Background: an optimization exercise with open tools, aiming at small area, a short achievable clock period and few clock cycles. Do not read the settings as production practice.
Where RTL was checked, it was by simulation tests only, not by an equivalence proof against the original.
Power is estimated from default activity; no workload was simulated.

## amber
## ups_deframer
module ups_deframer (
    input  wire       clk,
    input  wire       rst,
    input  wire       in_valid,
    input  wire [7:0] in_byte,
    output wire       in_ready,
    output wire       out_valid,
    input  wire       out_ready,
    output wire [7:0] out_data,
    output wire       out_len,
    output wire [1:0] dfr_state,
    output wire [7:0] emits,
    output wire [7:0] pos_push,
    output wire [7:0] pos_look,
    output wire [7:0] pos_start
);
clock: 10.0 ns
lec_check: 0
abc_area: 1
cap_margin: 20
core_margin: 2
core_utilization: 40
place_density: 0.6
setup_slack_margin: 5
slew_margin: 20
standard.sh (not shown) runs the stock make flow with config.mk's settings and CLKGATE_MAP_FILE= SYNTH_SCRIPT=/design/flow/synth_recipe.tcl, a recipe that flattens the netlist after the stock synthesis.
==> flow/flow/run.sh <==
#!/bin/bash
set -euo pipefail
MARGIN=${MARGIN:-6.5}
bash standard.sh SETUP_SLACK_MARGIN=$MARGIN finish > standard_flow.log 2>&1
amber: PASS, flow complete, no timing, DRC or antenna violations
Testbench counts of amber, summed over its fixed seeds: cycles 46,795.
What indigo does differently from amber at the input level:
--- a/flow/design.v
+++ b/flow/design.v
@@ -25,19 +25,18 @@
     reg [7:0]  ring [0:63];
     reg [63:0] cand;
     reg [6:0] push;
     reg [6:0] look;
     reg [6:0] start;
     reg [1:0] state;
-    reg [7:0] emit_cnt;
+    reg [5:0] emit_cnt;  
     reg [7:0] prev;      
     reg [6:0] size;      
     reg [7:0] cs;        
     reg       eng;       
     reg [2:0] wst;
-    reg [5:0] k;         
     reg       first;     
     reg       em;        
     reg       o_len;
     reg [7:0] o_data;
     reg [5:0] e_left;    
     reg [5:0] raddr;     
@@ -69,12 +68,13 @@
     wire prev_magic = (prev == MAGIC);
     wire prev_szok  = (prev >= 8'd3) && (prev <= 8'd64);
     wire hv_now     = (in_byte == hcs_of(prev)) && prev_szok;
     wire [6:0] push1 = push + 7'd1;
     wire [6:0] avail = push - start;    
     wire [5:0] s6    = start[5:0];
+    wire [5:0] tcs6  = s6 + size[5:0] - 6'd1;    
     wire [5:0] p6    = push[5:0];
     wire [2:0]  lo   = look[2:0];
     wire [7:0]  grp  = cand[{look[5:3], 3'd0} +: 8];
     wire        e_ge8 = (e[6:3] != 4'd0);
     reg  [7:0]  vmask, farmask;
     integer i;
@@ -100,13 +100,13 @@
     wire [7:0] cs_cur = first ? cs3_of({1'b0, size}) : cs;
     assign in_ready  = !busy;
     assign out_valid = em;
     assign out_len   = o_len;
     assign out_data  = o_data;
     assign dfr_state = state;
-    assign emits     = emit_cnt;
+    assign emits     = {2'b00, emit_cnt};
     assign pos_push  = {1'b0, push};
     assign pos_look  = {1'b0, look};
     assign pos_start = (state == ST_SEARCH) ? 8'hFF : {1'b0, start};
     wire [63:0] wdec = 64'd1 << p6;
     wire [63:0] we   = wdec & {64{!busy}};
     integer w;
@@ -124,32 +124,36 @@
     always @(posedge clk) begin
         if (rst) begin
             push     <= 7'd0;
             look     <= 7'd0;
             start    <= 7'd0;
             state    <= ST_SEARCH;
-            emit_cnt <= 8'd0;
+            emit_cnt <= 6'd0;
             eng      <= 1'b0;
             wst      <= W_SCAN1;
             em       <= 1'b0;
         end else begin
             if (em && out_ready && o_len)
-                emit_cnt <= emit_cnt + 8'd1;    
+                emit_cnt <= emit_cnt + 6'd1;    
             if (em && out_ready) begin
                 if (e_left == 6'd0) begin
                     em <= 1'b0;
+                    if (eng && wst == W_ADDR) begin
+                        raddr <= s6 + 6'd1;
+                        wst   <= W_SIZE;
+                    end
                 end else begin
                     o_len  <= 1'b0;
                     o_data <= rd;
                     raddr  <= raddr + 6'd1;
                     e_left <= e_left - 6'd1;
                 end
             end
             if (take) begin
                 push     <= push1;
-                emit_cnt <= 8'd0;
+                emit_cnt <= 6'd0;
                 case (state)
                     ST_SEARCH: begin
                         look <= push1;
                         if (in_magic) begin
                             start <= push;
                             state <= ST_HDR;
@@ -230,37 +234,35 @@
                             wst   <= W_SIZE;
                         end
                     end
                     W_SIZE: begin
                         size  <= rd[6:0];
                         first <= 1'b1;
-                        k     <= 6'd3;
                         raddr <= s6 + 6'd3;
                         if (rd == 8'd3) begin
                             state <= ST_SEARCH;
                             wst   <= W_SCAN1;
                         end else begin
                             wst   <= W_SUM;
                         end
                     end
                     default: begin   
-                        if ({1'b0, k} == avail) begin
+                        if (raddr == p6) begin
                             eng <= 1'b0;
                             wst <= W_SCAN1;
-                        end else if ({1'b0, k} == size - 7'd1) begin
+                        end else if (raddr == tcs6) begin
                             o_len    <= 1'b1;
                             o_data   <= {1'b0, size} - 8'd4;
                             e_left   <= size[5:0] - 6'd4;
                             raddr    <= s6 + 6'd3;
                             em <= (cs_cur == rd);
                             state <= ST_SEARCH;
                             wst   <= W_SCAN1;
                         end else begin
                             cs    <= chk_step(cs_cur, rd);
                             first <= 1'b0;
-                            k     <= k + 6'd1;
                             raddr <= raddr + 6'd1;
                         end
                     end
                 endcase
             end
         end
Notes after the runs:
Of indigo and amber, it is indigo that has the higher post-route clock period utilization. Higher global-route wire length before repair was reported by indigo, not amber. Count of inverters other than clock inverters in the layout, indigo vs amber: down by more than 10%. Row storage element area: indigo lower / amber higher. Compared to amber, the router laid down more metal wire for indigo. Re sequential share of layout area: amber and indigo aren't equal, and the lower value belongs to indigo.
Testbench counts of indigo, summed over its fixed seeds: cycles 46,648.


Setup of run 1:
Another version of the RTL of ups_deframer (not shown whole).
For scale: about 3700 cells after synthesis, roughly 660 flip-flops, ~57 I/O pins.
make LEC_CHECK=0 ABC_AREA=1 CAP_MARGIN=20 CORE_MARGIN=2 CORE_UTILIZATION=40 PLACE_DENSITY=0.6 SETUP_SLACK_MARGIN=5 SLEW_MARGIN=20 finish   # period 10.0 ns
run.sh (not shown) runs the stock make flow with config.mk's settings and CLKGATE_MAP_FILE= SYNTH_SCRIPT=/design/flow/synth_recipe.tcl, a recipe that flattens the netlist after the stock synthesis.
Stock flow here: none of the scripts above is used.
Modified inputs, run 2 compared to run 1
--- a/flow/design.v
+++ b/flow/design.v
@@ -100,24 +100,24 @@
     assign out_len   = o_len;
     assign out_data  = o_data;
     assign dfr_state = state;
     assign emits     = emit_cnt;
     assign pos_push  = {1'b0, push};
     assign pos_look  = {1'b0, look};
     assign pos_start = (state == ST_SEARCH) ? 8'hFF : {1'b0, start};
     wire [63:0] wdec = 64'd1 << p6;
-    wire [63:0] we   = wdec & {64{!busy}};
+    wire [63:0] we   = wdec & {64{take}};
     integer w;
     always @(posedge clk) begin
         for (w = 0; w < 64; w = w + 1) begin
             if (we[w]) ring[w] <= in_byte;
             if (we[w])
                 cand[w] <= in_magic;
-            else if (we[(w + 2) & 63] && in_valid && !hv_now)
+            else if (we[(w + 2) & 63] && !hv_now)
                 cand[w] <= 1'b0;
         end
         if (take)
             prev <= in_byte;
     end
     always @(posedge clk) begin
         if (rst) begin
             push     <= 7'd0;
--- outcome ---
Run 2: done, clean on timing, DRC and antenna
Power delta (run 2 − run 1): favourable
Delta (run 2 minus run 1): number of stages on the worst hold path -1, utilization +0.43 points, sequential power -about 1%.
Compared with run 1, run 2 shows number of buffers added by the clock tree synthesis step that has gone down by a few percent.
No functional check of the RTL was part of any run of this note.

## what the ideal ports hide
The flow's constraints put no driver on any port. The routed layouts listed below were extracted and timed again, unchanged, in two steps. Step 1 (the two cells are an assumption about what drives the block):
set clk [get_ports {clk}]
set_driving_cell -lib_cell sky130_fd_sc_hd__clkbuf_16 $clk
set_driving_cell -lib_cell sky130_fd_sc_hd__buf_2 [delete_from_list [all_inputs] $clk]
Step 2 also shifts input and output timing later by t, the mid clock arrival at the registers, as if the neighbouring blocks saw the same clock. a / b / c = no drivers / after step 1 / after step 2; a / b = the first two.
run	t, ns	slack for setup (ns)	worst setup path at the end	slew at the worst register clock pin (ns)
amber	0.678	6.476 / 6.459 / 5.821	input to register	0.06 / 0.06
indigo	0.693	6.326 / 6.257 / 5.850	input to register	0.06 / 0.06
run 1	0.704	5.129 / 5.129 / 4.763	input to register	0.06 / 0.06
run 2	0.704	5.069 / 5.109 / 4.405	input to register	0.07 / 0.07
After both steps every run listed still meets setup and hold. For run 2, which loses most, drivers alone change the setup slack by +0.040 ns; drivers and shift together by -0.664 ns.
